Background: an optimization exercise with open tools, aiming at small area. Do not read the settings as production practice. RTL that was checked went through simulation tests only; none was proved equivalent to the original. The RTL of runs 1 to 4 was laid out without a check of its function. No activity file was given, so power comes from the tool's default toggle rates.

$ cat flow/design.v
module ltt_timer (
    input  wire clk,
    input  wire rst,
    input  wire do_wait,      
    input  wire long,         
    output wire busy,
    output wire irq,
    output wire wait_done
);
    reg        run;
    reg        if_flag;
    reg        tick;           
    localparam [14:0] INV = 15'b010101010101010;
    reg  [14:0] lfr;
    wire [14:0] lf = lfr ^ INV;
    wire at_short = !lf[0] && !lf[2] && lf[4] && lf[6] && lf[7] && !lf[8] && !lf[9] &&
                    lf[10] && lf[12] && !lf[14];
    wire at_long  = lf[0] && !lf[1] && lf[2] && lf[3] && lf[4] && lf[5] && !lf[6] &&
                    !lf[7] && !lf[8] && lf[10] && lf[11] && !lf[12] && !lf[13] && lf[14];
    wire fire = run && (long ? at_long : at_short);
    assign busy      = run;
    assign irq       = if_flag;
    assign wait_done = if_flag && (tick || !long);
    always @(posedge clk) begin
        if (rst) begin
            run     <= 1'b0;
            if_flag <= 1'b0;
            tick    <= 1'b0;
        end else begin
            if_flag <= fire;
            if (if_flag)
                tick <= !wait_done;
            if (wait_done)
                run <= 1'b0;
            if (do_wait)
                run <= 1'b1;
        end
    end
    always @(posedge clk) begin
        if (do_wait || fire)
            lfr <= INV;
        else
            lfr <= {lf[13:0], !(lf[14] ^ lf[13])} ^ INV;
    end
endmodule
module ltt_uart_tx (
    input  wire clk,
    input  wire rst,
    input  wire load,
    input  wire d0,        
    output wire ready,
    output wire txd
);
    reg [3:0] bitn;        
    localparam [6:0] INV = 7'b0101010;
    reg  [6:0] baudr;
    wire [6:0] baud = baudr ^ INV;
    reg       v;
    wire busy = !(bitn[3] && bitn[1]);
    wire wrap = !baud[0] && !baud[1] && baud[2] && !baud[3] && baud[4] && baud[5] && !baud[6];
    assign ready = !busy;
    wire bitv = (bitn == 4'd1 && v) || bitn == 4'd5 || bitn == 4'd6 || bitn == 4'd9;
    assign txd = !busy || bitv;
    always @(posedge clk) begin
        if (rst) begin
            bitn <= 4'd10;
        end else if (load && !busy) begin
            bitn <= 4'd0;
        end else if (busy && wrap) begin
            bitn <= bitn + 4'd1;
        end
    end
    always @(posedge clk) begin
        if (load && !busy) begin
            baudr <= INV;
            v    <= d0;
        end else if (wrap) begin
            baudr <= INV;
        end else begin
            baudr <= {baud[5:0], !(baud[6] ^ baud[5])} ^ INV;
        end
    end
endmodule
module ltt_uart_rx (
    input  wire       clk,
    input  wire       rst,
    input  wire       rxd,
    output wire       valid,
    output reg  [7:0] data
);
    reg       s1, s2;
    reg [3:0] bitn;        
    localparam [6:0] INV = 7'b0101010;
    reg  [6:0] baudr;
    wire [6:0] baud = baudr ^ INV;
    wire idle  = &bitn[3:1];           
    assign valid = idle && !bitn[0];
    wire hit51  = !baud[0] && !baud[1] && !baud[4] && baud[5];
    wire hit103 = !baud[0] && !baud[1] && baud[2] && !baud[3] && baud[4] && baud[5] && !baud[6];
    wire wrap  = (bitn == 4'd0) ? hit51 : hit103;
    always @(posedge clk) begin
        if (rst) begin
            s1    <= 1'b1;
            s2    <= 1'b1;
            bitn  <= 4'd15;
        end else begin
            s1    <= rxd;
            s2    <= s1;
            if (idle) begin
                bitn <= s2 ? 4'd15 : 4'd0;
            end else if (wrap) begin
                if (bitn == 4'd0) begin
                    bitn <= s2 ? 4'd15 : 4'd1;
                end else if (bitn == 4'd9) begin
                    bitn <= s2 ? 4'd14 : 4'd15;
                end else begin
                    bitn <= bitn + 4'd1;
                end
            end
        end
    end
    always @(posedge clk) begin
        if (idle || wrap)
            baudr <= INV;
        else
            baudr <= {baud[5:0], !(baud[6] ^ baud[5])} ^ INV;
        if (!idle && wrap && bitn != 4'd0 && bitn != 4'd9)
            data <= {s2, data[7:1]};
    end
endmodule
module ltt_rx_fifo (
    input  wire       clk,
    input  wire       rst,
    input  wire       push,
    input  wire [7:0] wdata,    
    input  wire       pop,      
    output wire [7:0] rdata,
    output wire       empty
);
    reg [63:0] ring;            
    reg [3:0]  wp;
    reg [3:0]  rp;
    reg        pend;            
    wire full    = (wp[2:0] == rp[2:0]) && (wp[3] != rp[3]);
    wire do_push = push && !full;
    wire wr      = pend && (wp[2:0] == 3'd1);    
    wire newest  = pend && (rp[2:0] + 3'd1 == wp[2:0]);
    assign empty = (wp == rp);
    assign rdata = newest ? wdata : ring[rp[2:0]*8 +: 8];
    always @(posedge clk)
        ring <= {wr ? wdata : ring[7:0], ring[63:8]};
    always @(posedge clk) begin
        if (rst) begin
            wp   <= 4'd0;
            rp   <= 4'd0;
            pend <= 1'b0;
        end else begin
            wp <= do_push ? wp : wp - 4'd1;
            rp <= pop ? rp : rp - 4'd1;
            if (do_push)
                pend <= 1'b1;
            else if (wr)
                pend <= 1'b0;
        end
    end
endmodule
module ltt_ctrl (
    input  wire       clk,
    input  wire       rst,
    input  wire       rxd,
    output wire       txd,
    output wire [1:0] motor,
    output wire       alarm,
    output wire       irq,
    output reg        st_req,
    output wire       st_we,
    output wire [7:0] st_addr,
    output wire [7:0] st_wdata,
    input  wire       st_ack,
    input  wire [7:0] st_rdata
);
    localparam [4:0] S_BOOT = 5'd0,  S_WAIT = 5'd1,
                     S_RXS  = 5'd2,  S_RXV  = 5'd3,      
                     S_L0S  = 5'd4,  S_L0V  = 5'd5,      
                     S_LPS  = 5'd6,  S_LPV  = 5'd7,      
                     S_ENS  = 5'd8,  S_ENV  = 5'd9,      
                     S_SEND = 5'd11,
                     S_O0 = 5'd16, S_O1 = 5'd17, S_O2 = 5'd18, S_O3 = 5'd19, S_O4 = 5'd20,
                     S_O5 = 5'd21, S_O6 = 5'd22, S_O7 = 5'd23, S_O8 = 5'd24,
                     S_L0 = 5'd25, S_L1 = 5'd26, S_L2 = 5'd27, S_L3 = 5'd28, S_L4 = 5'd29,
                     S_L5 = 5'd30;
    reg [4:0] st;
    reg [3:0] n;            
    reg [3:0] pwlen;
    reg       match;
    reg [71:0] pbuf;        
    wire in_rx   = (st == S_RXS || st == S_RXV);
    wire in_l0   = (st == S_L0S || st == S_L0V);
    wire in_loop = (st == S_LPS || st == S_LPV);
    reg  is_wait, t_long;
    wire t_busy, wait_done;
    ltt_timer u_timer (
        .clk       (clk),
        .rst       (rst),
        .do_wait   (is_wait && !t_busy),
        .long      (t_long),
        .busy      (t_busy),
        .irq       (irq),
        .wait_done (wait_done)
    );
    wire tx_ready;
    ltt_uart_tx u_tx (
        .clk   (clk),
        .rst   (rst),
        .load  (st == S_SEND),
        .d0    (match),
        .ready (tx_ready),
        .txd   (txd)
    );
    wire       rx_valid;
    wire [7:0] rx_data;
    ltt_uart_rx u_rx (
        .clk   (clk),
        .rst   (rst),
        .rxd   (rxd),
        .valid (rx_valid),
        .data  (rx_data)
    );
    wire [7:0] q_data;
    wire       q_empty;
    wire       q_pop = !q_empty && (st == S_WAIT || in_rx);
    ltt_rx_fifo u_rxq (
        .clk   (clk),
        .rst   (rst),
        .push  (rx_valid),
        .wdata (rx_data),
        .pop   (q_pop),
        .rdata (q_data),
        .empty (q_empty)
    );
    reg [7:0] pb;
    integer j;
    always @(*) begin
        pb = 8'd0;
        for (j = 0; j < 9; j = j + 1)
            if (n == j)
                pb = pb | pbuf[8*j +: 8];
    end
    assign st_we    = (st == S_LPS);
    assign st_addr  = {4'h2, n};
    assign st_wdata = pb;
    assign motor    = {st == S_O7 || st == S_O8, st == S_O1 || st == S_O2};
    assign alarm    = (st >= S_L1 && st <= S_L5);
    always @(*) begin
        t_long  = st == S_O1 || st == S_O7 || (st >= S_L1 && st <= S_L4);
        is_wait = t_long || (st >= S_O3 && st <= S_O5);
    end
    always @(posedge clk) begin
        if (rst) begin
            st     <= S_BOOT;
            pwlen  <= 4'd0;
            st_req <= 1'b0;
        end else begin
            case (st)
                S_BOOT: st <= S_WAIT;
                S_WAIT: if (!q_empty) begin
                    case (q_data)
                        8'h30: st <= S_RXS;
                        8'h31: st <= S_RXV;
                        8'h32: st <= S_O0;
                        8'h33: st <= S_L0;
                        default: ;
                    endcase
                end
                S_RXS, S_RXV: if (!q_empty) begin
                    if (q_data == 8'h00)
                        st <= {st[4:1] + 4'd1, st[0]};
                    else if (n == 4'd9)
                        st <= S_WAIT;
                end
                S_L0S: begin
                    pwlen <= n;
                    st    <= S_LPS;
                end
                S_L0V:  st <= S_LPV;
                S_LPS, S_LPV: begin
                    if (st_req) begin
                        if (st_ack)
                            st_req <= 1'b0;
                    end else if (n == pwlen) begin
                        st <= {st[4:1] + 4'd1, st[0]};
                    end else begin
                        st_req <= 1'b1;
                    end
                end
                S_ENS:  st <= S_WAIT;
                S_ENV:  st <= S_SEND;
                S_SEND: if (tx_ready) st <= S_WAIT;
                S_O8, S_L5: st <= S_WAIT;
                default: begin
                    if (!is_wait || wait_done)
                        st <= st + 5'd1;
                end
            endcase
        end
    end
    integer k;
    always @(posedge clk) begin
        if (st == S_WAIT)
            n <= 4'd0;
        if (in_rx && !q_empty && q_data != 8'h00 && n != 4'd9) begin
            for (k = 0; k < 9; k = k + 1)
                if (n == k)
                    pbuf[8*k +: 8] <= q_data;
            n       <= n + 4'd1;
        end
        if (in_l0) begin
            match <= (n == pwlen);
            n     <= 4'd0;
        end
        if (in_loop && st_req && st_ack) begin
            n <= n + 4'd1;
            if (st_rdata != pb)
                match <= 1'b0;
        end
    end
endmodule
$ cat flow/flow/run.sh
#!/bin/bash
# Layout flow: the standard flow (standard.sh) with these changes.
#  - Synthesis: synth_recipe.tcl unchanged except that ABC maps the logic with an
#    area-oriented script and adders are left to ABC (ADDER_MAP_FILE empty).
#    The registers are mapped before ABC runs, so they are the standard
#    synthesis's. Each script in flow/*.abc is tried in a scratch folder and
#    the one giving the smallest synthesized area is used.
#  - Port buffers: sky130_fd_sc_hd__buf_1.
#  - CTS: clkbuf_8 clusters of at most 18 sinks, no dummy loads.
# Each tool's output stays in the ORFS logs folders; make's output goes to
# synth_<script>.log and flow.log here.
set -euo pipefail
HERE=$(pwd)
best=""
best_area=""
for a in "$HERE"/flow/*.abc; do
  s=$(basename "$a" .abc)
  bash "$HERE/flow/mksynth.sh" "$HERE/synth_recipe.tcl" "$a" "$HERE/synth_$s.tcl"
  if bash "$HERE/standard.sh" WORK_HOME="$HERE/try_$s" SYNTH_SCRIPT="$HERE/synth_$s.tcl" \
      ADDER_MAP_FILE= synth > "$HERE/synth_$s.log" 2>&1; then
    area=$(awk '/Chip area for module/ {print $NF}' "$HERE/try_$s/reports/sky130hd/ltt_ctrl/base/synth_stat.txt" | tail -1)
    echo "$s $area" >> "$HERE/synth_areas.txt"
    if [[ -n "$area" ]] && { [[ -z "$best_area" ]] || awk -v x="$area" -v y="$best_area" 'BEGIN{exit !(x < y)}'; }; then
      best=$s
      best_area=$area
    fi
  fi
done
echo "best $best $best_area" >> "$HERE/synth_areas.txt"
bash "$HERE/standard.sh" \
  SYNTH_SCRIPT="$HERE/synth_$best.tcl" \
  ADDER_MAP_FILE= \
  BUFFER_PORTS_ARGS="-buffer_cell sky130_fd_sc_hd__buf_1" \
  CTS_ARGS="-sink_clustering_enable -repair_clock_nets -sink_clustering_size 18 -sink_clustering_max_diameter 100 -buf_list sky130_fd_sc_hd__clkbuf_8 -dont_use_dummy_load" \
  finish > "$HERE/flow.log" 2>&1
$ cat flow/flow/a3.abc
strash
ifraig
dc2
dc2
dch -f
amap -m -F 2 -A 8
$ cat flow/flow/b3.abc
strash
ifraig
dc2
dc2
dch -f
amap -m -F 4 -A 16
$ cat flow/flow/b6.abc
strash
ifraig
dc2
dc2
dch
amap -m -F 2 -A 8
$ cat flow/flow/mksynth.sh
#!/bin/bash
# usage: mksynth.sh FLOW_SYNTH_TCL ABC_SCRIPT OUT_TCL : write a synthesis script that
# is synth_recipe.tcl with yosys abc run on ABC_SCRIPT
B=$1; A=$2; O=$3
{
  head -1 "$B"
  cat <<EOT
proc abc {args} {
  set i [lsearch -exact \$args -script]
  if {\$i >= 0} { set args [lreplace \$args \$i [expr {\$i + 1}] -script $A] }
  set j [lsearch -exact \$args -D]
  if {\$j >= 0} { set args [lreplace \$args \$j [expr {\$j + 1}]] }
  yosys abc {*}\$args
}
EOT
  tail -n +2 "$B"
} > "$O"
$ cat flow/flow/s9.abc
strash
ifraig
dc2
dch -f
amap
$ cat flow/standard.sh
#!/bin/bash
# synth_recipe.tcl (not shown) runs the flow's synth.tcl, then flattens the netlist and writes it again
# the make line also repeats each setting of config.mk as NAME=value (left out here)
make -C /OpenROAD-flow-scripts/flow DESIGN_CONFIG=/design/flow/config.mk WORK_HOME=/design/flow/orfs CLKGATE_MAP_FILE= SYNTH_SCRIPT=/design/flow/synth_recipe.tcl "${@:-finish}"
$ cat flow/config.mk
export PLATFORM = sky130hd
export DESIGN_NAME = ltt_ctrl
export DESIGN_NICKNAME = ltt_ctrl
export VERILOG_FILES = /design/flow/design.v
export SDC_FILE = /design/flow/constraint.sdc
export NUM_CORES = 4
export LEC_CHECK = 0
export CAP_MARGIN = 20
export CORE_MARGIN = 2
export CORE_UTILIZATION = 40
export SLEW_MARGIN = 20
$ cat flow/constraint.sdc
create_clock -name core_clock -period 10.0 [get_ports {clk}]
set_input_delay 2.0000 -clock core_clock [delete_from_list [all_inputs] [get_ports {clk}]]
set_output_delay 2.0000 -clock core_clock [all_outputs]
set_load 0.01 [all_outputs]
==> results of run 1 <==
## synthesized netlist by cell type, types with 5 or more instances
cell	instances
dfxtp_1	126
nor2_1	90
edfxtp_1	85
clkinv_1	65
nand2_1	48
a21oi_1	40
a222oi_1	40
o21ai_0	33
nor3_1	29
nand3_1	18
nor4_1	10
o22ai_1	7
a32oi_1	6
nor2b_1	6
a211oi_1	5
a22o_1	5
or2_0	5
## power by group
group | switching [mW] | internal (mW) | total [mW] | leakage, nW
clock | 0.246 | 0.136 | 0.383 | 0.108
sequential | 0.121 | 1.14 | 1.26 | 1.81
combinational | 0.564 | 0.256 | 0.820 | 0.866
## final timing paths
check,from,endpoint,slack [ps],cells after the start
min reg2reg,u_rxq.ring[52],u_rxq.ring[44],330,0
max,n[0],st_wdata[2],4930,9
min,u_rxq.ring[52],u_rxq.ring[44],330,0
max reg2reg,u_rxq.rp[0],n[2],5330,14
## registers in the layout, indices dropped and copies added (netlist names), 4 cells and up
signal / count
st: 5
u_tx.baudr: 7
u_rxq.rp: 4
u_tx.bitn: 4
u_rx.baudr: 7
pwlen: 4
u_rxq.ring: 64
u_rx.data: 8
u_rx.bitn: 4
u_rxq.wp: 4
n: 4
pbuf: 72
u_timer.lfr: 15
## kinds of logic (layout without fill, tap and decap cells)
logic type	Yosys count	in the layout	share of synthesized area [%]
other	2	4	0.0997
AO/OA/AOI/OAI	167	167	15.9
flip-flops	211	211	67.4
buffers and inverters	69	124	3.64
XOR/XNOR	1	1	0.116
AND/OR/NAND/NOR	218	218	12.9
## per-layer routing
layer  track usage [%]  vias up  share of wire, %
li1                  -     2606                 -
met1              23.1     2539                46
met2              28.0      176                45
met3              2.99       44               5.9
met4              5.79        0               2.8
met5                 0        -                 0
## metrics by stage
| stage | instance area [µm²] | power, mW | hold slack, ps | utilization [%] | cells |
|---|---|---|---|---|---|
| after global routing | 8230 | 2.64 | 333 | 44.3 | 959 |
| final | 8230 | 2.47 | 326 | 44.3 | 959 |
| after global placement | 8020 | 2.07 | 333 | 43.2 | 944 |
| after CTS | 8230 | 2.48 | 331 | 44.3 | 959 |
| after floorplan | 7540 | 1.81 | 330 | - | 670 |
| after detailed placement | 8020 | 2.09 | 338 | 43.2 | 944 |
## layout make-up
| type | instances | area [µm²] |
|---|---|---|
| well taps | 234 | 293 |
| multi-input cells | 390 | 2190 |
| inverters | 65 | 244 |
| clock buffers | 15 | 206 |
| repair buffers | 44 | 218 |
| flip-flops and latches | 211 | 5070 |
| fillers | 1726 | 10300 |
## critical path, stage by stage (launching register included)
cell	delay (ps)
edfxtp_1	480
clkinv_1	180
nor2_1	190
clkinv_1	140
nor2_1	150
clkinv_1	120
nor2_1	680
a222oi_1	250
nand3_1	190
buf_1	180
==> key figures, run 1 <==
Pwr
  – Leak: 2.79 nW
  – Maximum vdd drop: 0.000144 V
  – Pwr Density: 300 nW/µm²

STA
  – Achievable Freq: 197 MHz
  – Slew @ Worst Pin: 1060 ps
  – Slew HR: 29.2%
  – Fin crit share: 50.7%
  – Slew Viols, Final: 0
  – Final hold vios: 0
  – Worst setup margin: 4930 ps
  – Setup TNS: 0 ps
  – RSZ-0062 raised after global routing: no
  – Setup violations, final: 0
  – Fin crit period: 5070 ps
  – Clock Skew: 36.1 ps

GRT
  – Tot GR Track Use: 17.1%
  – Grt total ovfl: 0
  – Vias in the first global route: 5,387
  – Global-route wire length before repair: 27,500 µm
  – Pin count of the biggest net entering global routing: 22
  – Initial antenna violation count: 0

Finish
  – Most common library cell in the layout ignoring fill and taps: dfxtp_1
  – Layout Nets: 739
  – Layout Area Growth over Synthesis: 9.25%
  – Most frequent cells in the layout: dfxtp_1 (126), nor2_1 (89), edfxtp_1 (85), clkinv_1 (65), nand2_1 (48)
  – Layout cells sized above 1: 4.14%
  – Antenna cells: 0

Clock network
  – CTS Hold Buffers Added: 0
  – Clk sinks: 211
  – CTS tree: yes
  – Htree depth: 1
  – Worst-case clock buffer depth: 3
  – Skew-Pair Late Insertion Delay: 500 ps
  – Post-CTS Setup Inserts: 0
  – Clk slew on worst S/H paths: 120 ps
  – Clk root buf: clkbuf_8
  – Cts bufs inserted: 15
  – PostCTS Resize Cnt: 0

Floorplan
  – # rows: 50
  – Starting Density: 40.5%
  – Core area: 18,600 µm²
  – Full die area: 19,900 µm²
  – Vert. Die Dim: 141 µm
  – I/O pin count: 35
  – Chip width: 141 µm

Place
  – DP HPWL: 11,500 µm
  – Final GP Congestion: 0.887
  – Port Buffer Count: 30
  – Pre-CTS WS: 5300 ps

Synth
  – Cells after Synth: 668
  – Post-synth EDFFs: 85
  – Library cells used by synthesis: 40
  – Cell taking the most area after synthesis: edfxtp_1
  – Seq cells post-synth: 211
  – Post-Syn Area: 7530 µm²
  – Post-synth ARST share: 0%
  – Top-area cell type share of the netlist area: 33.9%
  – Post-synth top flop: dfxtp_1
  – Synthesis warning total: 5
  – Syn_area_per_cell: 11.3 µm²
  – Seq/Total Area, Yosys: 67.4%
  – Area contributors post-synth: edfxtp_1 (34%), dfxtp_1 (33%), a222oi_1 (5.3%), nor2_1 (4.5%), clkinv_1 (3.2%)

Detailed routing
  – Vias: 5,365
  – Vias/cell: 5.59
  – Antenna Nets Post-Route: 0
  – 1st-pass router iterations: 6
  – Initial DRC Count: 614
  – WL per Instance: 17.8 µm
  – # DRC: 0
  – Routed WL: 17,000 µm

Critical path
  – Worst Setup End Kind: primary output
  – CP arrival: 3070 ps
  – Worst endpoint required time: 8000 ps
  – Kind of critical path: flop to primary output
  – Worst Setup Start Kind: flop
  – Worst-path fanout max: 9

Status
  – Status: complete, no violations

Job
  – Maxcap violations: 0

Hold path
  – Worst Hold Class: flop to flop
==> run 2, diff against run 1 <==
--- a/flow/design.v
+++ b/flow/design.v
@@ -134,3 +134,3 @@
     input  wire       push,
-    input  wire [7:0] wdata,    
+    input  wire [7:0] wdata,
     input  wire       pop,      
@@ -145,6 +145,5 @@
     wire do_push = push && !full;
-    wire wr      = pend && (wp[2:0] == 3'd1);    
-    wire newest  = pend && (rp[2:0] + 3'd1 == wp[2:0]);
+    wire wr      = pend ? (wp[2:0] == 3'd1) : ((wp[2:0] == 3'd0) && (!full || pop));
     assign empty = (wp == rp);
-    assign rdata = newest ? wdata : ring[rp[2:0]*8 +: 8];
+    assign rdata = ring[rp[2:0]*8 +: 8];
     always @(posedge clk)
--- a/flow/flow/run.sh
+++ b/flow/flow/run.sh
@@ -32,2 +32,3 @@
   ADDER_MAP_FILE= \
+  GPL_TIMING_DRIVEN=0 \
   BUFFER_PORTS_ARGS="-buffer_cell sky130_fd_sc_hd__buf_1" \
==> run 2 against run 1 <==
Net effect: still clean; fmax fell by 4.3%; clock skew fell by 5.3 ps; cell area down 0.29%; critical path depth up 2; global-route usage fell by 0.62 points; sequential cell count stayed put; combinational power grew about 10%; critical path type is now flop to flop; largest power group unchanged.
==> key figures, run 2 <==
STA
  – Final hold vios: 0 (unchanged)
  – Setup TNS: 0 ps (unchanged)
  – Achievable Freq: 189 MHz (was 197 MHz)
  – Slew HR: 29.8% (was 29.2%)
  – Slew @ Worst Pin: 1050 ps (was 1060 ps)
  – Setup violations, final: 0 (unchanged)
  – Hold WS: 315 ps (was 326 ps)
  – Clock Skew: 30.9 ps (was 36.1 ps)
  – Fin crit share: 53.0% (was 50.7%)
  – RSZ-0062 raised after global routing: no (unchanged)
  – Fin crit period: 5300 ps (was 5070 ps)
  – Slew Viols, Final: 0 (unchanged)

Finish
  – # fillers: 1,726 (unchanged)
  – Multi-input logic area: 2230 µm² (was 2190 µm²)
  – Layout Nets: 735 (was 739)
  – Antenna cells: 0 (unchanged)
  – Most common library cell in the layout ignoring fill and taps: dfxtp_1 (unchanged)
  – Layout cells sized above 1: 4.99% (was 4.14%)
  – Most frequent cells in the layout: dfxtp_1 (124), nor2_1 (111), edfxtp_1 (85), clkinv_1 (59), o21ai_0 (35) (was dfxtp_1 (126), nor2_1 (89), edfxtp_1 (85), clkinv_1 (65), nand2_1 (48))
  – Max reg flops: 72 (unchanged)
  – Most flop-heavy register: pbuf (unchanged)
  – Layout Area Growth over Synthesis: 9.37% (was 9.25%)
  – Biggest regs: pbuf x72, u_rxq.ring x64, u_timer.lfr x15 (unchanged)
  – Register Area: 5080 µm² (was 5070 µm²)

Detailed routing
  – Routed WL: 16,300 µm (was 17,000 µm)
  – # DRC: 0 (unchanged)
  – WL per Instance: 17.0 µm (was 17.8 µm)
  – Vias/cell: 5.60 (was 5.59)
  – 1st-pass router iterations: 7 (was 6)
  – Antenna Nets Post-Route: 0 (unchanged)
  – Vias: 5,346 (was 5,365)
  – Initial DRC Count: 500 (was 614)

Clock network
  – Clk slew on worst S/H paths: 110 ps (was 120 ps)
  – Skew-Pair Late Insertion Delay: 480 ps (was 500 ps)
  – Clk root buf: clkbuf_8 (unchanged)
  – Worst-case clock buffer depth: 3 (unchanged)
  – PostCTS Resize Cnt: 0 (unchanged)
  – CTS Hold Buffers Added: 0 (unchanged)
  – CTS tree: yes (unchanged)
  – Post-CTS Setup Inserts: 0 (unchanged)
  – Clk sinks: 211 (unchanged)
  – Htree depth: 1 (unchanged)
  – Cts bufs inserted: 15 (unchanged)

Place
  – DP HPWL: 10,900 µm (was 11,500 µm)
  – Port Buffer Count: 30 (unchanged)
  – Final GP Congestion: 0.846 (was 0.887)

Pwr
  – Maximum vdd drop: 0.000145 V (was 0.000144 V)
  – Pwr Density: 335 nW/µm² (was 300 nW/µm²)
  – Total power: 2.75 mW (was 2.47 mW)
  – Leak: 2.79 nW (about the same)

Synth
  – Synthesis warning total: 5 (unchanged)
  – Area contributors post-synth: edfxtp_1 (34%), dfxtp_1 (34%), nor2_1 (5.6%), a222oi_1 (3.3%), clkinv_1 (3.0%) (was edfxtp_1 (34%), dfxtp_1 (33%), a222oi_1 (5.3%), nor2_1 (4.5%), clkinv_1 (3.2%))
  – Seq/Total Area, Yosys: 67.6% (was 67.4%)
  – Library cells used by synthesis: 37 (was 40)
  – Top-area cell type share of the netlist area: 34.0% (was 33.9%)
  – Most frequent cell after synthesis: dfxtp_1 (unchanged)
  – Synth top cells by count: dfxtp_1 (126), nor2_1 (111), edfxtp_1 (85) (was dfxtp_1 (126), nor2_1 (90), edfxtp_1 (85))
  – Post-synth ARST share: 0% (unchanged)
  – Syn_area_per_cell: 11.2 µm² (was 11.3 µm²)
  – Post-synth top flop: dfxtp_1 (unchanged)
  – Post-synth EDFFs: 85 (unchanged)
  – Cell taking the most area after synthesis: edfxtp_1 (unchanged)
  – Cells after Synth: 670 (was 668)
  – Seq cells post-synth: 211 (unchanged)
  – Post-Syn Area: 7500 µm² (was 7530 µm²)

GRT
  – Tot GR Track Use: 16.5% (was 17.1%)
  – Met1 global-route usage: 22.0% (was 23.1%)
  – GRT busiest layer: met2 (unchanged)
  – M2 GR Usage: 28.0% (about the same)
  – Grt total ovfl: 0 (unchanged)
  – Vias in the first global route: 5,252 (was 5,387)
  – Pin count of the biggest net entering global routing: 38 (was 22)
  – Grt met3 use: 2.96% (was 2.99%)
  – Global-route wire length before repair: 26,600 µm (was 27,500 µm)
  – Initial antenna violation count: 0 (unchanged)

Critical path
  – Worst setup path end: st[2] (was st_wdata[2])
  – Worst R2R Start: u_rxq.rp[2] (was u_rxq.rp[0])
  – Worst endpoint required time: 10,340 ps (was 8000 ps)
  – Worst-path fanout max: 37 (was 9)
  – Worst Setup End Kind: flop (was primary output)
  – Critical path origin: u_rxq.rp[2] (was n[0])
  – CP arrival: 5640 ps (was 3070 ps)
  – R2R depth: 11 (was 14)
  – Reg2reg end: st[2] (was n[2])
  – Reg2reg setup slack: 4700 ps (was 5330 ps)
  – Worst Setup Start Kind: flop (unchanged)
  – Kind of critical path: flop to flop (was flop to primary output)

Floorplan
  – Vert. Die Dim: 141 µm (about the same)
  – Chip width: 141 µm (about the same)
  – # rows: 50 (unchanged)
  – Starting Density: 40.4% (was 40.5%)
  – I/O pin count: 35 (unchanged)
  – Full die area: 19,900 µm² (about the same)
  – Core area: 18,600 µm² (unchanged)

Status
  – Status: complete, no violations (unchanged)

Job
  – Maxcap violations: 0 (unchanged)

Hold path
  – Worst Hold Class: flop to flop (unchanged)
run 2: worst min path at each step:
stage	start	endpoint	slack, ps	depth (start not counted)
after floorplan	u_rxq.ring[8]	u_rxq.ring[0]	330	0
after global placement	u_rxq.ring[10]	u_rxq.ring[2]	330	0
after detailed placement	u_rxq.ring[14]	u_rxq.ring[6]	340	0
after CTS	u_rxq.ring[61]	u_rxq.ring[53]	330	0
after global routing	u_rxq.ring[63]	u_rxq.ring[55]	340	0
final	u_rxq.ring[61]	u_rxq.ring[53]	320	0
run 2: kinds of logic after synthesis:
group,count (synthesis),share of synthesized area [%]
and+or+nand+nor,221,12.9
AOI/OAI and AO/OA,173,16.0
other,2,0.100
DFF,211,67.6
buffers and inverters,63,3.35
run 2: area by class of cell:
cell class                      count  area share (%)
Tap cell                          234            3.57
Multi-Input combinational cell    398            27.2
Inverter                           59            2.70
Buffer                              4           0.366
Clock buffer                       15            2.52
Timing Repair Buffer               34            1.75
Sequential cell                   211            61.9
run 2: metrics by stage:
step | std cells | worst slack [ps] | cell area [µm²] | util, %
finish | 955 | 4700 | 8210 | 44.2
global route | 955 | 4290 | 8210 | 44.2
floorplan | 672 | 5560 | 7510 | -
detailed placement | 940 | 4110 | 7990 | 43.0
global placement | 936 | 4270 | 7920 | 42.6
CTS | 955 | 4080 | 8200 | 44.1
run 2: worst max-delay path, cell delays in order, from the launching register on:
cell and delay [ps]:
dfxtp_2 770, clkinv_1 920, o221a_1 550, o32a_1 470
or4_1 590, or3_1 430, a21oi_1 200, o22ai_1 130
nor3_1 330, clkinv_1 250, a311oi_1 340, a221oi_1 160
run 2: metal layers:
metal / wire (µm) / part of all wire, %
met2: 7740 / 48
met3: 878 / 5.4
met1: 7350 / 45
met5: 0 / 0
met4: 303 / 1.9
run 2: power breakdown:
group | leakage [nW] | internal (mW) | total, mW | switching, mW
clock | 0.108 | 0.136 | 0.383 | 0.247
combinational | 0.855 | 0.297 | 0.903 | 0.606
sequential | 1.82 | 1.26 | 1.46 | 0.199
==> run 3, diff against run 2 <==
--- a/flow/flow/run.sh
+++ b/flow/flow/run.sh
@@ -32,3 +32,3 @@
   ADDER_MAP_FILE= \
-  GPL_TIMING_DRIVEN=0 \
+  GPL_TIMING_DRIVEN=0 CAP_MARGIN=5 SLEW_MARGIN=5 \
   BUFFER_PORTS_ARGS="-buffer_cell sky130_fd_sc_hd__buf_1" \
==> run 3 against run 2 <==
Net effect: sequential power about the same; critical endpoint unchanged; clock-buffer cell count unchanged; worst hold slack worse by 9.7 ps; die area unchanged; clock power about the same.
==> key figures, run 3 <==
Status
  – Status: complete, no violations (unchanged)

Critical path
  – Worst endpoint required time: 10,340 ps (about the same)
  – Worst R2R Start: u_rxq.rp[2] (unchanged)
  – CP arrival: 6180 ps (was 5640 ps)
  – Critical path origin: u_rxq.rp[2] (unchanged)
  – Worst Setup End Kind: flop (unchanged)
  – Worst-path fanout max: 37 (unchanged)
  – R2R depth: 11 (unchanged)
  – Worst Setup Start Kind: flop (unchanged)
  – Reg2reg setup slack: 4160 ps (was 4700 ps)
  – Kind of critical path: flop to flop (unchanged)

STA
  – Slew Viols, Final: 0 (unchanged)
  – Final hold vios: 0 (unchanged)
  – Achievable Freq: 171 MHz (was 189 MHz)
  – Hold WS: 305 ps (was 315 ps)
  – Setup violations, final: 0 (unchanged)
  – Slew @ Worst Pin: 1230 ps (was 1050 ps)
  – RSZ-0062 raised after global routing: no (unchanged)
  – Fin crit period: 5840 ps (was 5300 ps)
  – Clock Skew: 81.6 ps (was 30.9 ps)
  – Fin crit share: 58.4% (was 53.0%)
  – Slew HR: 18.1% (was 29.8%)
  – Setup TNS: 0 ps (unchanged)

Synth
  – Top-area cell type share of the netlist area: 34.0% (unchanged)
  – Post-synth ARST share: 0% (unchanged)
  – Synth top cells by count: dfxtp_1 (126), nor2_1 (111), edfxtp_1 (85) (unchanged)
  – Cells after Synth: 670 (unchanged)
  – Cell taking the most area after synthesis: edfxtp_1 (unchanged)
  – Area contributors post-synth: edfxtp_1 (34%), dfxtp_1 (34%), nor2_1 (5.6%), a222oi_1 (3.3%), clkinv_1 (3.0%) (unchanged)
  – Post-synth top flop: dfxtp_1 (unchanged)
  – Synthesis warning total: 5 (unchanged)
  – Most frequent cell after synthesis: dfxtp_1 (unchanged)
  – Post-synth EDFFs: 85 (unchanged)
  – Library cells used by synthesis: 37 (unchanged)
  – Seq cells post-synth: 211 (unchanged)
  – Seq/Total Area, Yosys: 67.6% (unchanged)
  – Post-Syn Area: 7500 µm² (unchanged)
  – Syn_area_per_cell: 11.2 µm² (unchanged)

Detailed routing
  – 1st-pass router iterations: 7 (unchanged)
  – Routed WL: 16,300 µm (about the same)
  – Antenna Nets Post-Route: 0 (unchanged)
  – Vias/cell: 5.60 (about the same)
  – WL per Instance: 17.1 µm (was 17.0 µm)
  – Vias: 5,335 (was 5,346)
  – Initial DRC Count: 432 (was 500)
  – # DRC: 0 (unchanged)

Clock network
  – Clk sinks: 211 (unchanged)
  – CTS tree: yes (unchanged)
  – PostCTS Resize Cnt: 0 (unchanged)
  – Clk slew on worst S/H paths: 110 ps (about the same)
  – Worst-case clock buffer depth: 3 (unchanged)
  – Clk root buf: clkbuf_8 (unchanged)
  – Skew-Pair Late Insertion Delay: 520 ps (was 480 ps)
  – CTS Hold Buffers Added: 0 (unchanged)
  – Cts bufs inserted: 15 (unchanged)
  – Htree depth: 1 (unchanged)
  – Post-CTS Setup Inserts: 0 (unchanged)

Finish
  – Layout cells sized above 1: 4.04% (was 4.99%)
  – Most common library cell in the layout ignoring fill and taps: dfxtp_1 (unchanged)
  – Max reg flops: 72 (unchanged)
  – Final core occ: 44.0% (was 44.2%)
  – Layout Area Growth over Synthesis: 8.95% (was 9.37%)
  – Antenna cells: 0 (unchanged)
  – Layout Nets: 732 (was 735)
  – Biggest regs: pbuf x72, u_rxq.ring x64, u_timer.lfr x15 (unchanged)
  – Most frequent cells in the layout: dfxtp_1 (126), nor2_1 (111), edfxtp_1 (85), clkinv_1 (59), o21ai_0 (35) (was dfxtp_1 (124), nor2_1 (111), edfxtp_1 (85), clkinv_1 (59), o21ai_0 (35))
  – Register Area: 5070 µm² (was 5080 µm²)
  – Most flop-heavy register: pbuf (unchanged)
  – Multi-input logic area: 2230 µm² (about the same)
  – # fillers: 1,708 (was 1,726)

Job
  – Maxcap violations: 0 (unchanged)

Pwr
  – Pwr Density: 336 nW/µm² (was 335 nW/µm²)
  – Maximum vdd drop: 0.000143 V (was 0.000145 V)
  – Leak: 2.76 nW (was 2.79 nW)

Hold path
  – Worst hold start: u_rxq.ring[56] (was u_rxq.ring[61])
  – WHS Path Cells: 0 (unchanged)
  – Worst Hold Class: flop to flop (unchanged)

Floorplan
  – # rows: 50 (unchanged)
  – I/O pin count: 35 (unchanged)
  – Chip width: 141 µm (unchanged)
  – Vert. Die Dim: 141 µm (unchanged)
  – Starting Density: 40.4% (unchanged)
  – Full die area: 19,900 µm² (unchanged)
  – Core area: 18,600 µm² (unchanged)

GRT
  – Initial antenna violation count: 0 (unchanged)
  – Global-route wire length before repair: 26,300 µm (was 26,600 µm)
  – Grt total ovfl: 0 (unchanged)
  – Vias in the first global route: 5,153 (was 5,252)
  – Tot GR Track Use: 16.4% (was 16.5%)
  – Pin count of the biggest net entering global routing: 38 (unchanged)

Place
  – Port Buffer Count: 30 (unchanged)
  – DP HPWL: 10,800 µm (was 10,900 µm)
  – Final GP Congestion: 0.846 (unchanged)
## run 3: cell count changes in the layout (fill, tap and decap cells not counted), sizes merged
cell | previous run | this run
buf | 37 | 35
clkbuf | 16 | 15
## run 3: kinds of logic after synthesis
family                 Yosys count  synth area share, %
AO/OA/AOI/OAI                  173                 16.0
buffers and inverters           63                 3.35
flip-flops                     211                 67.6
other                            2                0.100
AND/OR/NAND/NOR                221                 12.9
## run 3: where the power goes
part / leakage (nW) / switching (mW) / internal [mW] / total [mW]
registers: 1.82 / 0.200 / 1.26 / 1.46
clock network: 0.108 / 0.247 / 0.136 / 0.383
logic: 0.833 / 0.607 / 0.297 / 0.904
total: 2.76 / 1.05 / 1.70 / 2.75
## run 3: final timing paths
kind                     to
max                   st[2]
min          u_rxq.ring[48]
max reg2reg           st[2]
min reg2reg  u_rxq.ring[48]
## run 3: layout make-up
class	count	share of cell area, %
flip-flops and latches	211	62.1
multi-input cells	398	27.3
well taps	234	3.58
inverters	59	2.71
clock buffers	15	2.53
repair buffers	31	1.47
plain buffers	4	0.367
## run 3: worst max-delay path: stages (launching register included)
cell and delay, ps:
dfxtp_1 1150, clkinv_1 1140, o221a_1 570, o32a_1 470
or4_1 600, or3_1 430, a21oi_1 200, o22ai_1 130
nor3_1 310, clkinv_1 240, a311oi_1 330, a221oi_1 140
## run 3: per-layer routing
| metal | part of all wire (%) | vias up | track usage, % |
|---|---|---|---|
| li1 | - | 2591 | - |
| met1 | 45 | 2551 | 22.1 |
| met2 | 48 | 167 | 28.3 |
| met3 | 5.6 | 26 | 2.65 |
| met4 | 1.6 | 0 | 3.53 |
| met5 | 0 | - | 0 |
## run 3: metrics by stage
| step | power, mW | cells | setup slack [ps] | cell area, µm² |
|---|---|---|---|---|
| final | 2.75 | 952 | 4160 | 8180 |
| after global routing | 2.94 | 952 | 3680 | 8180 |
| after CTS | 2.76 | 952 | 4150 | 8170 |
| after detailed placement | 2.38 | 937 | 4130 | 7960 |
| after global placement | 2.32 | 936 | 4270 | 7920 |
| after floorplan | 2.06 | 672 | 5560 | 7510 |
==> run 4, diff against run 3 <==
--- a/flow/flow/run.sh
+++ b/flow/flow/run.sh
@@ -34,3 +34,3 @@
   BUFFER_PORTS_ARGS="-buffer_cell sky130_fd_sc_hd__buf_1" \
-  CTS_ARGS="-sink_clustering_enable -repair_clock_nets -sink_clustering_size 18 -sink_clustering_max_diameter 100 -buf_list sky130_fd_sc_hd__clkbuf_8 -dont_use_dummy_load" \
+  CTS_ARGS="-sink_clustering_enable -repair_clock_nets -sink_clustering_size 10 -sink_clustering_max_diameter 60 -buf_list sky130_fd_sc_hd__clkbuf_4 -dont_use_dummy_load" \
   finish > "$HERE/flow.log" 2>&1
==> run 4 against run 3 <==
Net effect: still clean on timing, DRC and antenna; critical path depth is the same; fmax shrank 0.72%; synthesized cell count is the same; die area is the same; worst setup slack lost 43 ps; worst hold slack lost 4.6 ps; clock skew grew 21 ps; non-clock buffer count is the same; total power shrank 0.59%; global-route usage grew 0.20 points; critical endpoint unchanged; largest cell class unchanged.
==> key figures, run 4 <==
GRT
  – Pin count of the biggest net entering global routing: 38 (unchanged)
  – Grt total ovfl: 0 (unchanged)
  – Global-route wire length before repair: 26,700 µm (was 26,300 µm)
  – Tot GR Track Use: 16.6% (was 16.4%)
  – Initial antenna violation count: 0 (unchanged)
  – Vias in the first global route: 5,275 (was 5,153)

Synth
  – Top-area cell type share of the netlist area: 34.0% (unchanged)
  – Cells after Synth: 670 (unchanged)
  – Most frequent cell after synthesis: dfxtp_1 (unchanged)
  – Post-synth EDFFs: 85 (unchanged)
  – Post-Syn Area: 7500 µm² (unchanged)
  – Syn_area_per_cell: 11.2 µm² (unchanged)
  – Area contributors post-synth: edfxtp_1 (34%), dfxtp_1 (34%), nor2_1 (5.6%), a222oi_1 (3.3%), clkinv_1 (3.0%) (unchanged)
  – Post-synth top flop: dfxtp_1 (unchanged)
  – Seq/Total Area, Yosys: 67.6% (unchanged)
  – Seq cells post-synth: 211 (unchanged)
  – Synth top cells by count: dfxtp_1 (126), nor2_1 (111), edfxtp_1 (85) (unchanged)
  – Synthesis warning total: 5 (unchanged)
  – Post-synth ARST share: 0% (unchanged)
  – Cell taking the most area after synthesis: edfxtp_1 (unchanged)
  – Library cells used by synthesis: 37 (unchanged)

Pwr
  – Total power: 2.73 mW (was 2.75 mW)
  – Leak: 2.77 nW (was 2.76 nW)
  – Pwr Density: 335 nW/µm² (was 336 nW/µm²)
  – Maximum vdd drop: 0.000137 V (was 0.000143 V)

STA
  – Setup violations, final: 0 (unchanged)
  – Slew @ Worst Pin: 1250 ps (was 1230 ps)
  – Setup TNS: 0 ps (unchanged)
  – Final hold vios: 0 (unchanged)
  – RSZ-0062 raised after global routing: no (unchanged)
  – Fin crit share: 58.8% (was 58.4%)
  – Slew Viols, Final: 0 (unchanged)
  – Fin crit period: 5880 ps (was 5840 ps)
  – Clock Skew: 102 ps (was 81.6 ps)
  – Slew HR: 16.5% (was 18.1%)
  – Hold WS: 301 ps (was 305 ps)
  – Achievable Freq: 170 MHz (was 171 MHz)

Place
  – Placed inst area: 7960 µm² (unchanged)
  – Final GP Congestion: 0.846 (unchanged)
  – Port Buffer Count: 30 (unchanged)
  – DP HPWL: 10,800 µm (unchanged)

Critical path
  – Worst Setup Start Kind: flop (unchanged)
  – Worst endpoint required time: 10,470 ps (was 10,340 ps)
  – Reg2reg end: st[2] (unchanged)
  – Reg2reg setup slack: 4120 ps (was 4160 ps)
  – Critical path origin: u_rxq.rp[2] (unchanged)
  – CP arrival: 6350 ps (was 6180 ps)
  – Worst R2R Start: u_rxq.rp[2] (unchanged)
  – R2R depth: 11 (unchanged)
  – Kind of critical path: flop to flop (unchanged)
  – Worst-path fanout max: 37 (unchanged)
  – Worst Setup End Kind: flop (unchanged)

Finish
  – Final core occ: 43.9% (was 44.0%)
  – Biggest regs: pbuf x72, u_rxq.ring x64, u_timer.lfr x15 (unchanged)
  – # fillers: 1,722 (was 1,708)
  – Antenna cells: 0 (unchanged)
  – Most frequent cells in the layout: dfxtp_1 (126), nor2_1 (111), edfxtp_1 (85), clkinv_1 (59), o21ai_0 (35) (unchanged)
  – Layout Nets: 742 (was 732)
  – Layout Area Growth over Synthesis: 8.70% (was 8.95%)
  – Most flop-heavy register: pbuf (unchanged)
  – Finished Cell Area: 8160 µm² (was 8180 µm²)
  – Multi-input logic area: 2230 µm² (unchanged)
  – Layout cells sized above 1: 5.36% (was 4.04%)
  – Most common library cell in the layout ignoring fill and taps: dfxtp_1 (unchanged)
  – Max reg flops: 72 (unchanged)
  – Register Area: 5070 µm² (unchanged)

Clock network
  – Cts bufs inserted: 25 (was 15)
  – Clk sinks: 211 (unchanged)
  – Post-CTS Setup Inserts: 0 (unchanged)
  – Skew-Pair Late Insertion Delay: 630 ps (was 520 ps)
  – CTS Hold Buffers Added: 0 (unchanged)
  – PostCTS Resize Cnt: 0 (unchanged)
  – Worst-case clock buffer depth: 3 (unchanged)
  – Clk slew on worst S/H paths: 110 ps (about the same)
  – CTS tree: yes (unchanged)
  – Htree depth: 1 (unchanged)
  – Clk root buf: clkbuf_4 (was clkbuf_8)

Floorplan
  – Full die area: 19,900 µm² (unchanged)
  – # rows: 50 (unchanged)
  – Chip width: 141 µm (unchanged)
  – Starting Density: 40.4% (unchanged)
  – Core area: 18,600 µm² (unchanged)
  – Vert. Die Dim: 141 µm (unchanged)
  – I/O pin count: 35 (unchanged)

Job
  – Maxcap violations: 0 (unchanged)

Hold path
  – WHS Path Cells: 0 (unchanged)
  – Hold endpoint: u_rxq.ring[11] (was u_rxq.ring[48])
  – Worst hold start: u_rxq.ring[19] (was u_rxq.ring[56])
  – Worst Hold Class: flop to flop (unchanged)

Detailed routing
  – WL met3: 977 µm (was 915 µm)
  – Routed WL: 16,400 µm (was 16,300 µm)
  – 1st-pass router iterations: 7 (unchanged)
  – Routed metal-1 wirelength: 7260 µm (was 7380 µm)
  – Vias: 5,416 (was 5,335)
  – Vias/cell: 5.63 (was 5.60)
  – Top layer reached by signal wires: met4 (unchanged)
  – Initial DRC Count: 459 (was 432)
  – Met2 wire len: 7840 µm (was 7750 µm)
  – WL per Instance: 17.0 µm (was 17.1 µm)
  – # DRC: 0 (unchanged)
  – Antenna Nets Post-Route: 0 (unchanged)

Status
  – Status: complete, no violations (unchanged)
run 4: worst max-delay path by stage:
stage            end  slack, ps  cells past startpoint
2_1_floorplan  st[2]       5560                     11
3_3_place_gp   st[2]       4270                     11
3_5_place_dp   st[2]       4130                     11
4_1_cts        st[2]       4180                     11
5_1_grt        st[2]       3700                     11
6_report       st[2]       4120                     11
run 4: cell type report:
| class | count | area share [%] |
|---|---|---|
| sequential | 211 | 62.2 |
| multi-input combinational | 398 | 27.3 |
| tap | 234 | 3.59 |
| inverter | 59 | 2.72 |
| clock buffer | 25 | 2.30 |
| timing repair buffer | 31 | 1.47 |
| buffer | 4 | 0.368 |
run 4: kinds of logic after synthesis:
group           synth area share (%)
simple gates                    12.9
flops                           67.6
compound gates                  16.0
buf+inv                         3.35
other cells                    0.100
run 4: per-layer routing:
metal | vias to the layer above | GRT usage [%]
li1 | 2633 | -
met4 | 0 | 4.37
met5 | - | 0
met3 | 25 | 2.96
met1 | 2573 | 21.9
met2 | 185 | 28.5
run 4: worst max-delay path, stage by stage (launching register included):
cell and delay [ps]:
dfxtp_1 1170, clkinv_1 1150, o221a_1 570, o32a_1 470, or4_1 600, or3_1 430, a21oi_1 190, o22ai_1 130
nor3_1 310, clkinv_1 240, a311oi_1 340, a221oi_1 140
run 4: report_power, final:
part	switching, mW	internal, mW
logic	0.610	0.297
registers	0.199	1.26
clock network	0.250	0.115
total	1.06	1.68
run 4: through the flow:
| step | setup slack (ps) | instances |
|---|---|---|
| global placement | 4270 | 936 |
| floorplan | 5560 | 672 |
| CTS | 4180 | 962 |
| detailed placement | 4130 | 937 |
| finish | 4120 | 962 |
| global route | 3700 | 962 |
==> run 5, diff against run 4 <==
--- a/flow/design.v
+++ b/flow/design.v
@@ -5,5 +5,5 @@
     input  wire long,         
+    input  wire last,         
     output wire busy,
-    output wire irq,
-    output wire wait_done
+    output wire irq
 );
@@ -11,3 +11,2 @@
     reg        if_flag;
-    reg        tick;           
     localparam [14:0] INV = 15'b010101010101010;
@@ -22,3 +21,2 @@
     assign irq       = if_flag;
-    assign wait_done = if_flag && (tick || !long);
     always @(posedge clk) begin
@@ -27,8 +25,5 @@
             if_flag <= 1'b0;
-            tick    <= 1'b0;
         end else begin
             if_flag <= fire;
-            if (if_flag)
-                tick <= !wait_done;
-            if (wait_done)
+            if (if_flag && last)
                 run <= 1'b0;
@@ -185,7 +180,8 @@
                      S_ENS  = 5'd8,  S_ENV  = 5'd9,      
-                     S_SEND = 5'd11,
-                     S_O0 = 5'd16, S_O1 = 5'd17, S_O2 = 5'd18, S_O3 = 5'd19, S_O4 = 5'd20,
-                     S_O5 = 5'd21, S_O6 = 5'd22, S_O7 = 5'd23, S_O8 = 5'd24,
-                     S_L0 = 5'd25, S_L1 = 5'd26, S_L2 = 5'd27, S_L3 = 5'd28, S_L4 = 5'd29,
-                     S_L5 = 5'd30;
+                     S_SEND = 5'd10,
+                     S_O0  = 5'd11, S_O1A = 5'd12, S_O1B = 5'd13, S_O2 = 5'd14, S_O3 = 5'd15,
+                     S_O4  = 5'd16, S_O5  = 5'd17, S_O6  = 5'd18, S_O7A = 5'd19, S_O7B = 5'd20,
+                     S_O8  = 5'd21,
+                     S_L0  = 5'd22, S_L1A = 5'd23, S_L1B = 5'd24, S_L2A = 5'd25, S_L2B = 5'd26,
+                     S_L3A = 5'd27, S_L3B = 5'd28, S_L4A = 5'd29, S_L4B = 5'd30, S_L5 = 5'd31;
     reg [4:0] st;
@@ -198,4 +194,4 @@
     wire in_loop = (st == S_LPS || st == S_LPV);
-    reg  is_wait, t_long;
-    wire t_busy, wait_done;
+    reg  is_wait, t_long, t_last;
+    wire t_busy;
     ltt_timer u_timer (
@@ -205,5 +201,5 @@
         .long      (t_long),
+        .last      (t_last),
         .busy      (t_busy),
-        .irq       (irq),
-        .wait_done (wait_done)
+        .irq       (irq)
     );
@@ -250,7 +246,11 @@
     assign st_wdata = pb;
-    assign motor    = {st == S_O7 || st == S_O8, st == S_O1 || st == S_O2};
-    assign alarm    = (st >= S_L1 && st <= S_L5);
+    assign motor    = {st == S_O7A || st == S_O7B || st == S_O8,
+                       st == S_O1A || st == S_O1B || st == S_O2};
+    assign alarm    = (st >= S_L1A);
     always @(*) begin
-        t_long  = st == S_O1 || st == S_O7 || (st >= S_L1 && st <= S_L4);
+        t_long  = st == S_O1A || st == S_O1B || st == S_O7A || st == S_O7B ||
+                  (st >= S_L1A && st <= S_L4B);
         is_wait = t_long || (st >= S_O3 && st <= S_O5);
+        t_last  = (st >= S_O3 && st <= S_O5) || st == S_O1B || st == S_O7B || st == S_L1B ||
+                  st == S_L2B || st == S_L3B || st == S_L4B;
     end
@@ -299,3 +299,3 @@
                 default: begin
-                    if (!is_wait || wait_done)
+                    if (!is_wait || irq)
                         st <= st + 5'd1;
--- a/flow/flow/run.sh
+++ b/flow/flow/run.sh
@@ -7,4 +7,7 @@
 #    the one giving the smallest synthesized area is used.
+#  - Placement: not timing driven (the 10 ns clock leaves ample slack), so
+#    it adds no buffers of its own; repair aims 5% below the slew and
+#    capacitance limits instead of 20%.
 #  - Port buffers: sky130_fd_sc_hd__buf_1.
-#  - CTS: clkbuf_8 clusters of at most 18 sinks, no dummy loads.
+#  - CTS: clkbuf_4 clusters of at most 10 sinks, no dummy loads.
 # Each tool's output stays in the ORFS logs folders; make's output goes to
==> run 5 against run 4 <==
Net effect: routed wire length increased by 0.83%; clock-buffer cell count fell by 1; fmax is 0.51% higher; highest routed layer unchanged.
==> key figures, run 5 <==
Job
  – Maxcap violations: 0 (unchanged)

Clock network
  – Clk sinks: 210 (was 211)
  – PostCTS Resize Cnt: 0 (unchanged)
  – Worst-case clock buffer depth: 3 (unchanged)
  – CTS tree: yes (unchanged)
  – Clk root buf: clkbuf_4 (unchanged)
  – Skew-Pair Late Insertion Delay: 630 ps (about the same)
  – CTS Hold Buffers Added: 0 (unchanged)
  – Post-CTS Setup Inserts: 0 (unchanged)
  – Clk slew on worst S/H paths: 120 ps (was 110 ps)
  – Htree depth: 1 (unchanged)
  – Cts bufs inserted: 24 (was 25)

Pwr
  – Pwr Density: 336 nW/µm² (was 335 nW/µm²)
  – Int Power: 1.68 mW (about the same)
  – Sw Share: 38.7% (about the same)
  – Leak: 2.76 nW (was 2.77 nW)
  – Sequential share of power: 52.2% (was 53.5%)
  – Clk pwr share: 13.2% (was 13.3%)
  – Maximum vdd drop: 0.0000998 V (was 0.000137 V)
  – Comb pwr share: 34.5% (was 33.2%)
  – Psw: 1.06 mW (about the same)

Critical path
  – Worst endpoint required time: 10,280 ps (was 10,470 ps)
  – Reg2reg setup slack: 4150 ps (was 4120 ps)
  – CP arrival: 6130 ps (was 6350 ps)
  – Worst Setup End Kind: flop (unchanged)
  – Kind of critical path: flop to flop (unchanged)
  – Worst Setup Start Kind: flop (unchanged)
  – Worst-path fanout max: 35 (was 37)

Detailed routing
  – Vias/cell: 5.63 (about the same)
  – Antenna Nets Post-Route: 0 (unchanged)
  – 1st-pass router iterations: 5 (was 7)
  – Initial DRC Count: 478 (was 459)
  – Routed WL: 16,500 µm (was 16,400 µm)
  – Vias: 5,308 (was 5,416)
  – # DRC: 0 (unchanged)
  – WL per Instance: 17.5 µm (was 17.0 µm)

Synth
  – Synthesis warning total: 5 (unchanged)
  – Seq cells post-synth: 210 (was 211)
  – Adder-Cell Fraction of Synth Area: 0% (unchanged)
  – Library cells used by synthesis: 41 (was 37)
  – Seq/Total Area, Yosys: 67.4% (was 67.6%)
  – Cell taking the most area after synthesis: edfxtp_1 (unchanged)
  – Mux share of post-synthesis cell area: 0% (unchanged)
  – Syn_area_per_cell: 11.5 µm² (was 11.2 µm²)
  – Main combinational cell family by area after synthesis: compound AO/OA/AOI/OAI gates (unchanged)
  – Area contributors post-synth: edfxtp_1 (34%), dfxtp_1 (33%), nor2_1 (4.5%), a222oi_1 (2.8%), o22a_1 (2.8%) (was edfxtp_1 (34%), dfxtp_1 (34%), nor2_1 (5.6%), a222oi_1 (3.3%), clkinv_1 (3.0%))
  – Post-synth ARST share: 0% (unchanged)
  – Synth Area in XOR/XNOR: 0.117% (was 0%)
  – Post-Syn Area: 7500 µm² (about the same)
  – Post-synth EDFFs: 85 (unchanged)
  – Synth Area in Simple Gates: 12.5% (was 12.9%)
  – Compound-Gate Fraction of Synth Area: 17.1% (was 16.0%)
  – Most frequent cell after synthesis: dfxtp_1 (unchanged)
  – Post-synth top flop: dfxtp_1 (unchanged)
  – Cells after Synth: 651 (was 670)
  – Synth top cells by count: dfxtp_1 (125), nor2_1 (89), edfxtp_1 (85) (was dfxtp_1 (126), nor2_1 (111), edfxtp_1 (85))
  – Top-area cell type share of the netlist area: 34.0% (about the same)

Place
  – DP HPWL: 10,900 µm (was 10,800 µm)
  – Port Buffer Count: 30 (unchanged)
  – Final GP Congestion: 0.862 (was 0.846)

Finish
  – Max reg flops: 72 (unchanged)
  – Layout cells sized above 1: 5.08% (was 5.36%)
  – Most common library cell in the layout ignoring fill and taps: dfxtp_1 (unchanged)
  – Biggest regs: pbuf x72, u_rxq.ring x64, u_timer.lfr x15 (unchanged)
  – Final core occ: 43.8% (was 43.9%)
  – Layout Area Growth over Synthesis: 8.53% (was 8.70%)
  – Layout Nets: 722 (was 742)
  – Most flop-heavy register: pbuf (unchanged)
  – Most frequent cells in the layout: dfxtp_1 (125), nor2_1 (89), edfxtp_1 (85), clkinv_1 (48), nand2_1 (45) (was dfxtp_1 (126), nor2_1 (111), edfxtp_1 (85), clkinv_1 (59), o21ai_0 (35))

STA
  – Fin crit share: 58.5% (was 58.8%)
  – Slew Viols, Final: 0 (unchanged)
  – Fin crit period: 5850 ps (was 5880 ps)
  – Clock Skew: 61.0 ps (was 102 ps)
  – Slew HR: 13.8% (was 16.5%)
  – Final hold vios: 0 (unchanged)
  – Achievable Freq: 171 MHz (was 170 MHz)
  – Slew @ Worst Pin: 1280 ps (was 1250 ps)
  – Setup violations, final: 0 (unchanged)
  – RSZ-0062 raised after global routing: no (unchanged)
  – Setup TNS: 0 ps (unchanged)

Floorplan
  – Core area: 18,600 µm² (unchanged)
  – I/O pin count: 35 (unchanged)
  – Chip width: 141 µm (about the same)
  – Starting Density: 40.4% (about the same)
  – # rows: 50 (unchanged)
  – Vert. Die Dim: 141 µm (about the same)
  – Full die area: 19,900 µm² (about the same)

GRT
  – Initial antenna violation count: 1 (was 0)
  – Vias in the first global route: 5,240 (was 5,275)
  – Global-route wire length before repair: 26,600 µm (was 26,700 µm)
  – Tot GR Track Use: 16.6% (about the same)
  – Pin count of the biggest net entering global routing: 36 (was 38)
  – Grt total ovfl: 0 (unchanged)

Hold path
  – Worst Hold Class: flop to flop (unchanged)

Status
  – Status: complete, no violations (unchanged)
[run 5: layout make-up]
type	instances	area (µm²)
Tap cell	234	293
Multi-Input combinational cell	391	2280
Timing Repair Buffer	31	120
Antenna cell	1	2.50
Fill cell	1730	10400
Sequential cell	210	5050
Buffer	4	30.0
Clock buffer	24	180
Inverter	48	180
[run 5: path summary, 6_finish.rpt]
kind                   from        endpoint  depth (start not counted)
max             u_rxq.rp[2]        pbuf[59]                          9
min          u_rxq.ring[48]  u_rxq.ring[40]                          0
max reg2reg     u_rxq.rp[2]        pbuf[59]                          9
min reg2reg  u_rxq.ring[48]  u_rxq.ring[40]                          0
[run 5: layer usage]
metal	track usage, %	vias up	part of all wire [%]
li1	-	2586	-
met1	21.7	2529	45
met2	27.9	160	47
met3	3.16	33	5.7
met4	5.63	0	2.9
met5	0	-	0
[run 5: kinds of logic (layout without fill, tap and decap cells)]
| family | count (synthesis) | in the layout |
|---|---|---|
| flops | 210 | 210 |
| xor+xnor | 1 | 1 |
| compound gates | 177 | 177 |
| buf+inv | 52 | 107 |
| other cells | 2 | 5 |
| simple gates | 209 | 209 |
[run 5: metrics by stage]
stage	std cells	power, mW	cell area [µm²]	setup WS (ps)	hold slack [ps]
3_5_place_dp	918	2.39	7950	4160	337
6_report	943	2.74	8140	4150	293
5_1_grt	943	2.93	8140	3560	338
3_3_place_gp	917	2.34	7910	4420	333
4_1_cts	942	2.75	8130	4160	312
2_1_floorplan	653	2.07	7510	5640	332
[run 5: power by group through the flow]
stage / clock network (mW) / registers, mW / logic [mW]
global placement: 0 / 1.43 / 0.905
CTS: 0.379 / 1.43 / 0.945
finish: 0.362 / 1.43 / 0.946
detailed placement: 0 / 1.45 / 0.939
global route: 0.406 / 1.46 / 1.06
floorplan: 0 / 1.39 / 0.678
[run 5: critical path, stage by stage, from the launching register on]
cell,delay (ps)
dfxtp_1,1140
clkinv_1,1150
a22oi_1,430
o22a_1,190
o22ai_1,300
or4_1,640
or4b_1,530
nand2_1,100
or2_0,600
nor2_1,440
==> run 6, diff against run 5 <==
==> flow/flow/c1.abc (new file) <==
strash
ifraig
dc2
dc2
dch -f
amap -m -F 4 -A 16
strash
dch -f
amap -m -F 4 -A 16
==> flow/flow/d3.abc (new file) <==
strash
ifraig
dc2
dch
amap -m -F 2 -A 8
strash
dch
amap -m -F 2 -A 8
==> flow/flow/d4.abc (new file) <==
strash
ifraig
dc2
dc2
dch -f
amap -m -F 4 -A 16
strash
dch -f
amap -m -F 4 -A 16
strash
dch -f
amap -m -F 4 -A 16
strash
dch -f
amap -m -F 4 -A 16
removed: flow/flow/s9.abc
==> run 6 against run 5 <==
Net effect: still clean on timing, DRC and antenna; routed wire length down 2.0%; clock-buffer cell count unchanged; sequential cell count unchanged; total power down 1.5%; sequential share of layout area up 0.37 points; critical path depth up 2; critical endpoint is now st[2]; largest cell class unchanged; largest power group unchanged; highest routed layer unchanged.
==> key figures, run 6 <==
Synth
  – Library cells used by synthesis: 40 (was 41)
  – Seq/Total Area, Yosys: 67.8% (was 67.4%)
  – Synth Area in XOR/XNOR: 0.117% (about the same)
  – Post-synth ARST share: 0% (unchanged)
  – Seq cells post-synth: 210 (unchanged)
  – Main combinational cell family by area after synthesis: compound AO/OA/AOI/OAI gates (unchanged)
  – Synth Area in Simple Gates: 12.2% (was 12.5%)
  – Synth top cells by count: dfxtp_1 (125), nor2_1 (88), edfxtp_1 (85) (was dfxtp_1 (125), nor2_1 (89), edfxtp_1 (85))
  – Mux share of post-synthesis cell area: 0% (unchanged)
  – Top-area cell type share of the netlist area: 34.2% (was 34.0%)
  – Synthesis warning total: 5 (unchanged)
  – Post-synth top flop: dfxtp_1 (unchanged)
  – Post-synth EDFFs: 85 (unchanged)
  – Post-Syn Area: 7460 µm² (was 7500 µm²)
  – Cells after Synth: 648 (was 651)
  – Most frequent cell after synthesis: dfxtp_1 (unchanged)
  – Cell taking the most area after synthesis: edfxtp_1 (unchanged)
  – Syn_area_per_cell: 11.5 µm² (about the same)
  – Compound-Gate Fraction of Synth Area: 16.6% (was 17.1%)
  – Area contributors post-synth: edfxtp_1 (34%), dfxtp_1 (34%), nor2_1 (4.4%), a222oi_1 (3.4%), o22ai_1 (3.2%) (was edfxtp_1 (34%), dfxtp_1 (33%), nor2_1 (4.5%), a222oi_1 (2.8%), o22a_1 (2.8%))
  – Adder-Cell Fraction of Synth Area: 0% (unchanged)

Hold path
  – Worst hold start: u_rxq.ring[53] (was u_rxq.ring[48])
  – Hold endpoint: u_rxq.ring[45] (was u_rxq.ring[40])
  – WHS Path Cells: 0 (unchanged)
  – Worst Hold Class: flop to flop (unchanged)

Finish
  – Final cell count without fillers: 935 (was 943)
  – Final core occ: 44.6% (was 43.8%)
  – Biggest regs: pbuf x72, u_rxq.ring x64, u_timer.lfr x15 (unchanged)
  – Most flop-heavy register: pbuf (unchanged)
  – Max reg flops: 72 (unchanged)
  – Most frequent cells in the layout: dfxtp_1 (125), nor2_1 (88), edfxtp_1 (85), clkinv_1 (55), nand2_1 (41) (was dfxtp_1 (125), nor2_1 (89), edfxtp_1 (85), clkinv_1 (48), nand2_1 (45))
  – Layout Area Growth over Synthesis: 8.47% (was 8.53%)
  – Antenna cells: 0 (was 1)
  – Most common library cell in the layout ignoring fill and taps: dfxtp_1 (unchanged)
  – Layout cells sized above 1: 5.10% (was 5.08%)
  – Layout Nets: 720 (was 722)

Pwr
  – Sequential share of power: 52.9% (was 52.2%)
  – Psw: 1.04 mW (was 1.06 mW)
  – Pwr Density: 333 nW/µm² (was 336 nW/µm²)
  – Maximum vdd drop: 0.000146 V (was 0.0000998 V)
  – Sw Share: 38.7% (about the same)
  – Int Power: 1.65 mW (was 1.68 mW)
  – Comb pwr share: 33.8% (was 34.5%)
  – Clk pwr share: 13.4% (was 13.2%)
  – Leak: 2.73 nW (was 2.76 nW)

STA
  – Setup TNS: 0 ps (unchanged)
  – Slew @ Worst Pin: 1320 ps (was 1280 ps)
  – Fin crit share: 57.5% (was 58.5%)
  – Achievable Freq: 174 MHz (was 171 MHz)
  – Fin crit period: 5750 ps (was 5850 ps)
  – Slew HR: 11.6% (was 13.8%)
  – Slew Viols, Final: 0 (unchanged)
  – Setup violations, final: 0 (unchanged)
  – Clock Skew: 20.4 ps (was 61.0 ps)
  – RSZ-0062 raised after global routing: no (unchanged)
  – Final hold vios: 0 (unchanged)

Clock network
  – Clk sinks: 210 (unchanged)
  – Cts bufs inserted: 24 (unchanged)
  – Worst-case clock buffer depth: 3 (unchanged)
  – Post-CTS Setup Inserts: 0 (unchanged)
  – Clk slew on worst S/H paths: 110 ps (was 120 ps)
  – Clk root buf: clkbuf_4 (unchanged)
  – Skew-Pair Late Insertion Delay: 600 ps (was 630 ps)
  – PostCTS Resize Cnt: 0 (unchanged)
  – Htree depth: 1 (unchanged)
  – CTS tree: yes (unchanged)
  – CTS Hold Buffers Added: 0 (unchanged)

Floorplan
  – Core area: 18,100 µm² (was 18,600 µm²)
  – Starting Density: 41.1% (was 40.4%)
  – # rows: 49 (was 50)
  – I/O pin count: 35 (unchanged)
  – Vert. Die Dim: 141 µm (about the same)
  – Full die area: 19,800 µm² (was 19,900 µm²)
  – Chip width: 141 µm (about the same)

Critical path
  – R2R depth: 11 (was 9)
  – Slowest CP cell: clkinv_1 (unchanged)
  – CP dominant cell by count: or4_1
  – CP max stage delay: 1170 ps (was 1150 ps)
  – CP arrival: 6250 ps (was 6130 ps)
  – Worst R2R Start: u_rxq.rp[2] (unchanged)
  – Reg2reg end: st[2] (was pbuf[59])
  – Reg2reg setup slack: 4250 ps (was 4150 ps)
  – Worst-path fanout max: 35 (unchanged)
  – Worst Setup Start Kind: flop (unchanged)
  – Kind of critical path: flop to flop (unchanged)
  – Worst Path Buf+Inv: 1 (unchanged)
  – Worst Setup End Kind: flop (unchanged)
  – CP cell instances: clkinv_1 > o22ai_1 > o22a_1 > a32oi_1 > or4_1 > or3_1 > a222oi_1 > and3_1 > o31ai_1 > or4_1 > o211a_1 (was clkinv_1 > a22oi_1 > o22a_1 > o22ai_1 > or4_1 > or4b_1 > nand2_1 > or2_0 > nor2_1)
  – WP depth: 11 (was 9)
  – Worst endpoint required time: 10,510 ps (was 10,280 ps)
  – CP delay by family, top: simple AND/OR/NAND/NOR gates (unchanged)

GRT
  – Initial antenna violation count: 0 (was 1)
  – Grt total ovfl: 0 (unchanged)
  – Vias in the first global route: 4,978 (was 5,240)
  – Global-route wire length before repair: 25,800 µm (was 26,600 µm)
  – Pin count of the biggest net entering global routing: 36 (unchanged)
  – Tot GR Track Use: 16.1% (was 16.6%)

Detailed routing
  – Antenna Nets Post-Route: 0 (unchanged)
  – 1st-pass router iterations: 6 (was 5)
  – Routed WL: 16,200 µm (was 16,500 µm)
  – WL per Instance: 17.3 µm (was 17.5 µm)
  – Initial DRC Count: 586 (was 478)
  – # DRC: 0 (unchanged)
  – Vias/cell: 5.72 (was 5.63)
  – Vias: 5,344 (was 5,308)

Place
  – DP HPWL: 10,700 µm (was 10,900 µm)
  – Final GP Congestion: 0.911 (was 0.862)
  – Port Buffer Count: 30 (unchanged)
  – Placed insts: 910 (was 918)

Status
  – Status: complete, no violations (unchanged)

Job
  – Maxcap violations: 0 (unchanged)
run 6: changes by cell type in the layout (fill, tap and decap cells not counted), moves of 7 or more:
cell / change
a22o_1: +7
a22oi_1: -12
clkinv_1: +7
nand3_1: +7
o221ai_1: +8
o22a_1: -19
o22ai_1: +8
run 6: worst max-delay path by stage:
stage	slack [ps]	to	start
after floorplan	5550	st[2]	u_rxq.rp[2]
after global placement	4500	st[2]	u_rxq.rp[2]
after detailed placement	4350	st[2]	u_rxq.rp[2]
after CTS	4330	st[2]	u_rxq.rp[2]
after global routing	3720	st[2]	u_rxq.rp[2]
final	4250	st[2]	u_rxq.rp[2]
run 6: layer usage:
metal	wire length (µm)	global-route usage, %	up-vias
li1	-	-	2585
met1	6990	21.2	2545
met2	7750	27.4	181
met3	1170	3.56	33
met4	277	3.79	0
met5	0	0	-
run 6: cell families (layout without fill, tap and decap cells):
logic type / count (synthesis) / in the layout
flops: 210 / 210
simple gates: 205 / 205
other cells: 2 / 4
buf+inv: 59 / 115
xor+xnor: 1 / 1
compound gates: 171 / 171
run 6: cell type report:
type                            instances  area [µm²]
Timing Repair Buffer                   32         128
Multi-Input combinational cell        381        2200
Sequential cell                       210        5050
Inverter                               55         206
Buffer                                  4        30.0
Clock buffer                           24         180
Tap cell                              229         287
Fill cell                            1715       10100
run 6: power by group through the flow:
stage | registers (mW) | logic, mW | clock network [mW]
after floorplan | 1.38 | 0.652 | 0
after global placement | 1.43 | 0.859 | 0
after CTS | 1.43 | 0.904 | 0.374
after detailed placement | 1.44 | 0.897 | 0
final | 1.43 | 0.911 | 0.360
after global routing | 1.46 | 1.02 | 0.413
run 6: through the flow:
step                power (mW)  cell area [µm²]  setup WS, ps  hold slack (ps)
floorplan                 2.04             7470          5550              331
global placement          2.29             7870          4500              332
CTS                       2.70             8080          4330              350
detailed placement        2.34             7900          4350              338
global route              2.89             8090          3720              345
finish                    2.70             8090          4250              344

Setup slack of run 6, layout unchanged: 4.255 ns with ideal ports, 4.255 ns with driving cells assumed (clock clkbuf_16, inputs buf_2), 4.255 ns with port delays also shifted by the 0.629 ns mid clock arrival.
